From an optimization exercise on the open Yosys and OpenROAD flow, aimed at small area, a short achievable clock period and few clock cycles; shortcuts taken in it are not production practice.
The RTL was checked by simulation tests, not by an equivalence proof against the original design.
No activity file was given, so power comes from the tool's default toggle rates.

==> config.mk <==
export PLATFORM = sky130hd
export DESIGN_NAME = kmpcodec
export DESIGN_NICKNAME = kmpcodec
export VERILOG_FILES = /design/flow/design.v
export SDC_FILE = /design/flow/constraint.sdc
export NUM_CORES = 4
export LEC_CHECK = 0
export CAP_MARGIN = 20
export CORE_MARGIN = 2
export CORE_UTILIZATION = 40
export PLACE_DENSITY = 0.6
export SLEW_MARGIN = 20
==> constraint.sdc <==
create_clock -name core_clock -period 10.0 [get_ports {clk}]
set_input_delay 2.0000 -clock core_clock [delete_from_list [all_inputs] [get_ports {clk}]]
set_output_delay 2.0000 -clock core_clock [all_outputs]
set_load 0.01 [all_outputs]
==> design.v <==
module kmpcodec (
    input  wire        clk,
    input  wire        reset,       
    input  wire        cmd_valid,
    input  wire [23:0] cmd_word,
    output wire [7:0]  status,
    input  wire [3:0]  reg_addr,
    input  wire [4:0]  reg_idx,
    output reg  [23:0] reg_rdata,
    input  wire [1:0]  buf_op,      
    input  wire        buf_sel,     
    input  wire [6:0]  buf_idx,
    input  wire [7:0]  buf_wdata,
    output wire [7:0]  buf_rdata
);
    localparam MSGCAP = 32;
    localparam RAWCAP = 66;
    localparam DECMAX = 31;         
    localparam MANTB  = 26;         
    localparam E_NONE     = 4'd0;
    localparam E_CHECKSUM = 4'd2;
    localparam E_PROTO    = 4'd3;
    localparam E_OVERFLOW = 4'd4;
    localparam E_DANGLING = 4'd5;
    localparam E_SHORT    = 4'd6;
    localparam E_MALFORM  = 4'd7;
    localparam E_ILLEGAL  = 4'd8;
    localparam OP_COMPUTE = 8'h01;
    localparam OP_GEN     = 8'h02;
    localparam OP_CHECK   = 8'h03;
    localparam OP_ENCODE  = 8'h04;
    localparam OP_DECODE  = 8'h05;
    localparam OP_REQ     = 8'h06;
    localparam OP_REPLY   = 8'h09;
    localparam OP_SETTO   = 8'h0A;
    localparam ST_IDLE  = 3'd0;
    localparam ST_CRC   = 3'd1;
    localparam ST_GENW  = 3'd2;
    localparam ST_ENC   = 3'd3;
    localparam ST_DEC   = 3'd4;
    localparam ST_REQH  = 3'd5;
    localparam ST_REPLY = 3'd6;
    localparam ST_DONE  = 3'd7;     
    function is_reserved(input [7:0] b);
        is_reserved = (b == 8'h06) || (b == 8'h0D) || (b == 8'h1B) ||
                      (b == 8'h40) || (b == 8'h80);
    endfunction
    reg [7:0] msg_mem [0:MSGCAP-1];
    reg [7:0] raw_mem [0:RAWCAP-1];
    reg [5:0] msglen;
    reg [6:0] rawlen;
    reg        busy, done;
    reg [3:0]  err;
    reg [4:0]  anomcnt;
    reg [15:0] crcout;
    reg [15:0] timeout;
    reg [15:0] vregid;
    reg        vneg, vexpneg, vvalid;
    reg [5:0]  vexpmag;
    reg [7:0]  vmantlen;
    reg [8*MANTB-1:0] vmant;
    reg [2:0]  state;
    reg [7:0]  op;
    reg [15:0] imm;
    reg [15:0] creg;
    reg [6:0]  i;               
    reg [6:0]  j;               
    reg [2:0]  bitk;
    reg [5:0]  crc_len;
    reg        phase;
    reg        esc_pend;
    reg [7:0]  mlen;            
    reg        msg_we;
    reg [4:0]  msg_wa;
    reg [7:0]  msg_wd;
    reg        raw_we;
    reg [6:0]  raw_wa;
    reg [7:0]  raw_wd;
    wire accept = cmd_valid && !busy;
    wire [7:0] msg_at_i  = msg_mem[i[4:0]];
    wire [7:0] raw_at_i  = raw_mem[i];
    wire [7:0] crc_byte  = (i < {1'b0, msglen}) ? msg_at_i : 8'h00;
    wire       crc_bit   = crc_byte[bitk];
    wire [15:0] creg_next = {creg[14:0], crc_bit} ^ (creg[15] ? 16'h1021 : 16'h0000);
    wire [7:0] mant_byte = msg_mem[6 + i[4:0]];
    always @(posedge clk) begin
        msg_we <= 1'b0;
        raw_we <= 1'b0;
        if (reset) begin
            state    <= ST_IDLE;
            busy     <= 1'b0;
            done     <= 1'b0;
            err      <= E_NONE;
            anomcnt  <= 5'd0;
            crcout   <= 16'h0000;
            timeout  <= 16'd1000;
            msglen   <= 6'd0;
            rawlen   <= 7'd0;
            vregid   <= 16'h0000;
            vneg     <= 1'b0;
            vexpneg  <= 1'b0;
            vexpmag  <= 6'd0;
            vmantlen <= 8'd0;
            vmant    <= {8*MANTB{1'b0}};
            vvalid   <= 1'b0;
            op       <= 8'h00;
            imm      <= 16'h0000;
            creg     <= 16'h0000;
            i        <= 7'd0;
            j        <= 7'd0;
            bitk     <= 3'd7;
            crc_len  <= 6'd0;
            phase    <= 1'b0;
            esc_pend <= 1'b0;
            mlen     <= 8'd0;
        end else begin
            if (buf_op == 2'd2 && !busy) begin
                if (buf_sel == 1'b0 && buf_idx <= MSGCAP) msglen <= buf_idx[5:0];
                if (buf_sel == 1'b1 && buf_idx <= RAWCAP) rawlen <= buf_idx;
            end
            case (state)
            ST_IDLE: begin
                if (accept) begin
                    busy    <= 1'b1;
                    done    <= 1'b0;
                    err     <= E_NONE;
                    anomcnt <= 5'd0;
                    op      <= cmd_word[23:16];
                    imm     <= cmd_word[15:0];
                    creg    <= 16'h0000;
                    i       <= 7'd0;
                    j       <= 7'd0;
                    bitk    <= 3'd7;
                    phase   <= 1'b0;
                    esc_pend <= 1'b0;
                    case (cmd_word[23:16])
                    OP_COMPUTE, OP_CHECK: begin
                        crc_len <= msglen;
                        state   <= ST_CRC;
                    end
                    OP_GEN: begin
                        if (msglen + 6'd2 > MSGCAP) begin
                            err  <= E_OVERFLOW;
                            busy <= 1'b0;
                            done <= 1'b1;
                        end else begin
                            crc_len <= msglen + 6'd2;
                            state   <= ST_CRC;
                        end
                    end
                    OP_ENCODE: begin
                        state <= ST_ENC;
                    end
                    OP_DECODE: begin
                        if (rawlen > DECMAX) begin
                            msglen <= 6'd0;
                            err    <= E_OVERFLOW;
                            busy   <= 1'b0;
                            done   <= 1'b1;
                        end else begin
                            state <= ST_DEC;
                        end
                    end
                    OP_REQ: begin
                        state <= ST_REQH;
                    end
                    OP_REPLY: begin
                        state <= ST_REPLY;
                    end
                    OP_SETTO: begin
                        timeout <= cmd_word[15:0];
                        busy    <= 1'b0;
                        done    <= 1'b1;
                    end
                    default: begin
                        err  <= E_ILLEGAL;
                        busy <= 1'b0;
                        done <= 1'b1;
                    end
                    endcase
                end
            end
            ST_REQH: begin
                msg_we <= 1'b1;
                msg_wa <= i[4:0];
                case (i[1:0])
                2'd0: msg_wd <= 8'h3F;
                2'd1: msg_wd <= 8'h10;
                2'd2: msg_wd <= imm[15:8];
                default: msg_wd <= imm[7:0];
                endcase
                if (i == 7'd3) begin
                    msglen  <= 6'd4;
                    crc_len <= 6'd6;
                    i       <= 7'd0;
                    state   <= ST_CRC;
                end else begin
                    i <= i + 7'd1;
                end
            end
            ST_CRC: begin
                if (i == {1'b0, crc_len}) begin
                    case (op)
                    OP_COMPUTE: begin
                        crcout <= creg;
                        busy   <= 1'b0;
                        done   <= 1'b1;
                        state  <= ST_IDLE;
                    end
                    OP_CHECK: begin
                        crcout <= creg;
                        if (creg != 16'h0000) err <= E_CHECKSUM;
                        busy   <= 1'b0;
                        done   <= 1'b1;
                        state  <= ST_IDLE;
                    end
                    OP_GEN, OP_REQ: begin
                        crcout <= creg;
                        phase  <= 1'b0;
                        state  <= ST_GENW;
                    end
                    default: begin  
                        crcout <= creg;
                        if (creg != 16'h0000) begin
                            err    <= E_CHECKSUM;
                            msglen <= 6'd0;
                        end else begin
                            msglen <= crc_len - 6'd2;
                        end
                        busy  <= 1'b0;
                        done  <= 1'b1;
                        state <= ST_IDLE;
                    end
                    endcase
                end else begin
                    creg <= creg_next;
                    if (bitk == 3'd0) begin
                        bitk <= 3'd7;
                        i    <= i + 7'd1;
                    end else begin
                        bitk <= bitk - 3'd1;
                    end
                end
            end
            ST_GENW: begin
                msg_we <= 1'b1;
                msg_wa <= msglen[4:0];
                if (phase == 1'b0) begin
                    msg_wd <= crcout[15:8];
                    msglen <= msglen + 6'd1;
                    phase  <= 1'b1;
                end else begin
                    msg_wd <= crcout[7:0];
                    msglen <= msglen + 6'd1;
                    phase  <= 1'b0;
                    if (op == OP_REQ) begin
                        i     <= 7'd0;
                        j     <= 7'd0;
                        state <= ST_ENC;
                    end else begin
                        state <= ST_DONE;
                    end
                end
            end
            ST_DONE: begin
                busy  <= 1'b0;
                done  <= 1'b1;
                state <= ST_IDLE;
            end
            ST_ENC: begin
                raw_we <= 1'b1;
                raw_wa <= j;
                j      <= j + 7'd1;
                if (j == 7'd0) begin
                    raw_wd <= 8'h80;
                end else if (phase) begin
                    raw_wd <= ~msg_at_i;
                    i      <= i + 7'd1;
                    phase  <= 1'b0;
                end else if (i == {1'b0, msglen}) begin
                    raw_wd <= 8'h0D;
                    rawlen <= j + 7'd1;
                    state  <= ST_DONE;
                end else if (is_reserved(msg_at_i)) begin
                    raw_wd <= 8'h1B;
                    phase  <= 1'b1;
                end else begin
                    raw_wd <= msg_at_i;
                    i      <= i + 7'd1;
                end
            end
            ST_DEC: begin
                if (i == rawlen) begin
                    if (esc_pend) begin
                        err    <= E_DANGLING;
                        msglen <= 6'd0;
                        busy   <= 1'b0;
                        done   <= 1'b1;
                        state  <= ST_IDLE;
                    end else if (j < 7'd6) begin
                        err    <= E_SHORT;
                        msglen <= 6'd0;
                        busy   <= 1'b0;
                        done   <= 1'b1;
                        state  <= ST_IDLE;
                    end else begin
                        msglen  <= j[5:0];
                        crc_len <= j[5:0];
                        i       <= 7'd0;
                        bitk    <= 3'd7;
                        creg    <= 16'h0000;
                        state   <= ST_CRC;
                    end
                end else begin
                    i <= i + 7'd1;
                    if (esc_pend) begin
                        msg_we   <= 1'b1;
                        msg_wa   <= j[4:0];
                        msg_wd   <= ~raw_at_i;
                        j        <= j + 7'd1;
                        esc_pend <= 1'b0;
                        if (!is_reserved(~raw_at_i)) anomcnt <= anomcnt + 5'd1;
                    end else if (raw_at_i == 8'h1B) begin
                        esc_pend <= 1'b1;
                    end else begin
                        msg_we <= 1'b1;
                        msg_wa <= j[4:0];
                        msg_wd <= raw_at_i;
                        j      <= j + 7'd1;
                    end
                end
            end
            ST_REPLY: begin
                if (phase == 1'b0) begin
                    if (msglen < 6'd4 || msg_mem[0] != 8'h3F || msg_mem[1] != 8'h10 ||
                        msg_mem[2] != imm[15:8] || msg_mem[3] != imm[7:0]) begin
                        err    <= E_PROTO;
                        vvalid <= 1'b0;
                        busy   <= 1'b0;
                        done   <= 1'b1;
                        state  <= ST_IDLE;
                    end else if (msglen < 6'd6 ||
                                 {3'b000, msglen} < 9'd6 + {1'b0, msg_mem[4]}) begin
                        err    <= E_MALFORM;
                        vvalid <= 1'b0;
                        busy   <= 1'b0;
                        done   <= 1'b1;
                        state  <= ST_IDLE;
                    end else begin
                        mlen  <= msg_mem[4];
                        vmant <= {8*MANTB{1'b0}};
                        i     <= 7'd0;
                        phase <= 1'b1;
                    end
                end else begin
                    if ({1'b0, i} == mlen) begin
                        vregid   <= imm;
                        vmantlen <= mlen;
                        vneg     <= msg_mem[5][7];
                        vexpneg  <= msg_mem[5][6];
                        vexpmag  <= msg_mem[5][5:0];
                        vvalid   <= 1'b1;
                        busy     <= 1'b0;
                        done     <= 1'b1;
                        state    <= ST_IDLE;
                    end else begin
                        vmant <= {vmant[8*MANTB-9:0], mant_byte};
                        i     <= i + 7'd1;
                    end
                end
            end
            endcase
        end
    end
    always @(posedge clk) begin
        if (msg_we)
            msg_mem[msg_wa] <= msg_wd;
        else if (buf_op == 2'd1 && buf_sel == 1'b0 && buf_idx < MSGCAP && !busy)
            msg_mem[buf_idx[4:0]] <= buf_wdata;
    end
    always @(posedge clk) begin
        if (raw_we)
            raw_mem[raw_wa] <= raw_wd;
        else if (buf_op == 2'd1 && buf_sel == 1'b1 && buf_idx < RAWCAP && !busy)
            raw_mem[buf_idx] <= buf_wdata;
    end
    assign status = {2'b00, 1'b0, vvalid, (anomcnt != 5'd0), (err != E_NONE), done, busy};
    assign buf_rdata = (buf_sel == 1'b0) ?
                           ((buf_idx < {1'b0, msglen}) ? msg_mem[buf_idx[4:0]] : 8'h00) :
                           ((buf_idx < rawlen) ? raw_mem[buf_idx] : 8'h00);
    always @(*) begin
        case (reg_addr)
        4'h1: reg_rdata = {16'h0000, status};
        4'h2: reg_rdata = {20'h00000, err};
        4'h3: reg_rdata = {8'h00, timeout};
        4'h7: reg_rdata = {19'h00000, anomcnt};
        4'h8: reg_rdata = {8'h00, crcout};
        4'h9: reg_rdata = {18'h00000, msglen};
        4'hA: reg_rdata = {17'h00000, rawlen};
        4'hB: reg_rdata = {8'h00, vregid};
        4'hC: reg_rdata = {22'h000000, vexpneg, vneg};
        4'hD: reg_rdata = {18'h00000, vexpmag};
        4'hE: reg_rdata = {16'h0000, vmantlen};
        4'hF: reg_rdata = (reg_idx < MANTB) ? {16'h0000, vmant[8*reg_idx +: 8]} : 24'h000000;
        default: reg_rdata = 24'h000000;    
        endcase
    end
endmodule
==> run.sh <==
#!/bin/bash
# synth_recipe.tcl (not shown) runs the flow's synth.tcl, then flattens the netlist and writes it again
# the make line also repeats each setting of config.mk as NAME=value (left out here)
make -C /OpenROAD-flow-scripts/flow DESIGN_CONFIG=/design/flow/config.mk WORK_HOME=/design/flow/orfs CLKGATE_MAP_FILE= SYNTH_SCRIPT=/design/flow/synth_recipe.tcl finish
==> results_dict.tcl <==
set metrics [dict create \
    rows 142 \
    status "timing/DRC/antenna clean" \
    die_x_um 393 \
    max-slew-margin-rel 0.209 \
    finalNonFillerCells 6813 \
    startpoint_type "input pin" \
    crit_path_max_incr_delay_ps 940 \
    ios 94 \
    ys_seq_area_frac 0.530 \
    power.ir.vdd_worst_mv 0.141 \
    synth_edf_count 812 \
    worst_path_most_repeated_cell "o22ai_1" \
    clk_path_buf_depth 3 \
    fill_cells 13509 \
    wl_per_cell_um 28.1 \
    crit_buf_inv 2 \
    critPathSlowestCell "nor2b_4" \
    drc 0 \
    drive_gt1_frac 0.199 \
    num_vias 43051 \
    gr-total-overflow 0 \
    grt_max_degree 135 \
    timing.max_cap.violations 0 \
    dpl.hpwl_mm 125 \
    fin_util 0.450 \
    portBuffers 82 \
    critPathRequiredTime_ps 8000 \
    clock_latency_ps 760 \
    p_per_area_nw_per_um2 155 \
    p_leak_nw 22.7 \
    synth_cell_types 89 \
    hold_class "flop to flop" \
    max_freq_ghz 0.121 \
    die_y_um 393 \
    drv_slew 0 \
    clkTransAtPathRegs_ps 60 \
    worstMarginPinSlew_ps 1180 \
    timing.final.crit_share 0.825 \
    finalWorstPathRequiredPeriod_ps 8250 \
    cts-buffers-inserted 118 \
    path_max_fanout 44 \
    gp_congestion 0.930 \
    finalSetupTns_ps 0 \
    path_cells "buf_6 -> nor2b_4 -> a21oi_1 -> o21ai_0 -> o22ai_1 -> o31ai_1 -> a222oi_1 -> o22ai_1 -> clkdlybuf4s50_1" \
    r2r_slack_ps 4630 \
    rsz0062_at_grt "no" \
    via_per_inst 6.32 \
    cts_root_buffer "clkbuf_16" \
    endpoint_kind "output pin" \
    grt_pass1_vias 40610 \
    first_iter_violations 5860 \
    dieArea_um2 154000 \
    path_class "input pin to output pin" \
    ys_ff_latch 1194 \
    cts_tree "yes" \
    synth_area_per_cell_um2 12.7 \
    fin_nets 4787 \
    cts_hold_buf 0 \
    syn_area_um2 60400 \
    synth_top_flop_cell "edfxtp_1" \
    post_cts_resized 0 \
    synthCells 4750 \
    core-area_um2 150000 \
    dp_cells 6585 \
    yosys_warnings 1 \
    crit_family "compound AO/OA/AOI/OAI gates" \
    start_util 0.403 \
    cp_data_arrival_time_ps 6250 \
    fin_skew_ps 35.5 \
    setup-violations-final 0 \
    grt_pass1_wl_mm 278 \
    cts_setup_buffers 0 \
    area_growth_pct 11.6 \
    postRouteAntennaNets 0 \
    antenna_found_initial 6 \
    grt_usage 0.243 \
    async_flop_share 0 \
    first_pass_iters 6 \
    hold_viol_final 0 \
    htree_levels 3 \
    clock_sinks 1194 \
    wirelength_mm 191 \
]
[cell families (layout without fill, tap and decap cells)]
kind of cell,count (synthesis),after routing,share of synthesized area
AND/OR/NAND/NOR,1366,1366,0.106
flip-flops,1194,1194,0.530
AO/OA/AOI/OAI,879,879,0.0897
multiplexers,760,760,0.224
buffers and inverters,441,477,0.0317
XOR/XNOR,70,70,0.0101
adder cells (fa/ha/maj),39,39,0.00808
other,1,12,0.0000621
[metrics by stage]
step,instance area (um^2),total power [mW],hold WS [ps],setup WS [ps]
finish,67400,10.5,459,1750
global route,67400,10.7,474,1670
CTS,67300,10.5,459,1960
detailed placement,63200,5.89,450,1950
global placement,63100,5.89,439,1560
floorplan,60500,5.69,406,3090
[synthesized netlist by cell type (34+ instances only)]
library cell    n  area, um^2
a21oi_1       416        2080
a22oi_1        79         593
and3_1        208        1300
buf_1          54         203
buf_2          40         200
clkbuf_1      255         957
dfxtp_1       382        7650
edfxtp_1      812       24400
ha_1           39         488
inv_1          48         180
mux2_2         59         664
mux2i_1       234        2340
mux4_2        464       10500
nand2_1       370        1390
nand3_1        55         275
nor2_1        483        1810
nor2b_1        37         231
o21ai_0       101         505
o221ai_1       42         368
o22ai_1        52         325
xnor2_1        36         315
xor2_1         34         298
[registers in the layout, summed over array words and instances (netlist names), 7 cells and up, named ones only]
name,flops
imm,16
vmant,208
crcout,16
timeout,16
rawlen,7
msg_wd,8
raw_wa,7
raw_wd,8
msg_mem,256
creg,16
j,7
raw_mem,528
op,8
mlen,8
i,7
vregid,16
vmantlen,8
[final cells by class]
| class | count | area [um^2] | area share |
|---|---|---|---|
| sequential | 1194 | 32100 | 0.475 |
| timing repair buffer | 202 | 1820 | 0.0271 |
| clock inverter | 87 | 923 | 0.0137 |
| multi-input combinational | 3125 | 26800 | 0.397 |
| inverter | 53 | 200 | 0.00297 |
| clock buffer | 135 | 3130 | 0.0464 |
| tap | 2016 | 2520 | 0.0374 |
| antenna | 1 | 2.50 | 0.0000371 |
[worst register-to-register path, cell delays in order (launching register included)]
cell	delay [ps]
dfxtp_4	660
buf_4	710
nand3b_1	760
buf_4	410
o22ai_1	170
or3_1	230
a211oi_1	120
a211oi_1	890
xor2_1	140
a31oi_1	270
o211ai_1	320
or3_1	470
a21boi_1	140
[cell usage in the layout (no fill, tap or decap), types with 20 or more instances in the layout]
cell type and count:
o21ai_0 101, mux4_2 464, a221oi_1 20, nor3_1 22
o22ai_1 52, clkbuf_16 120, nor2b_1 35, or2_2 20
a21oi_1 415, and3_1 208, nand2_1 356, inv_1 48
ha_1 39, xnor2_1 36, nor4_1 26, nor2_1 468
a31oi_1 21, buf_4 112, clkdlybuf4s50_1 75, clkinv_2 25
o211ai_1 22, mux2_2 59, dfxtp_1 374, nand4_1 23
mux2i_1 233, a22oi_1 79, nand2b_1 29, xor2_1 32
edfxtp_1 812, o221ai_1 42, nand3_1 55
[final timing paths]
check                                                end  cells after the start                     start
worst min-delay path            timeout[12]$_SDFFE_PP0P_                      2  timeout[12]$_SDFFE_PP0P_
worst max register to register   anomcnt[4]$_SDFFE_PP0P_                     12                      flop
worst min register to register  timeout[12]$_SDFFE_PP0P_                      2  timeout[12]$_SDFFE_PP0P_
worst max-delay path                        buf_rdata[3]                      9                buf_idx[1]
[report_power, final]
| group | switching [mW] | internal [mW] |
|---|---|---|
| clock network | 2.02 | 2.66 |
| logic | 0.341 | 0.201 |
| registers | 0.0199 | 5.23 |
| total | 2.38 | 8.10 |
[layer usage]
layer | GRT usage | routed length (um)
met2 | 0.365 | 85400
met3 | 0.0533 | 20300
met4 | 0.0822 | 6210
met5 | 0 | 30
met1 | 0.348 | 79400
Testbench counts, summed over its fixed seeds: cycles 102,231.

==> re-timing with driven ports <==
How much do the figures lean on ideal ports? The routed layout below was timed once more, with nothing changed but the port constraints. Step 1 sets driving cells, clkbuf_16 on the clock port and buf_2 on the other inputs (assumed; they add their load-dependent delay and slew). Step 2, shift: input delay + t, output delay - t, t = (earliest + latest rising clock arrival at the registers) / 2. This alone moves slack from input paths to output paths. Slacks: ideal / step 1 / step 2; pairs: ideal / step 1.
shift t [ns]: 0.821
setup slack, ns: 1.749 / 1.709 / 1.709
hold WS [ns]: 0.459 / 0.459 / 0.459
worst data-port slew with drivers (ns): 0.06
pins driven straight from the clock port: 1
After both steps this run still meets setup and hold. For this run, drivers alone change the setup slack by -0.040 ns; drivers and shift together by -0.040 ns.
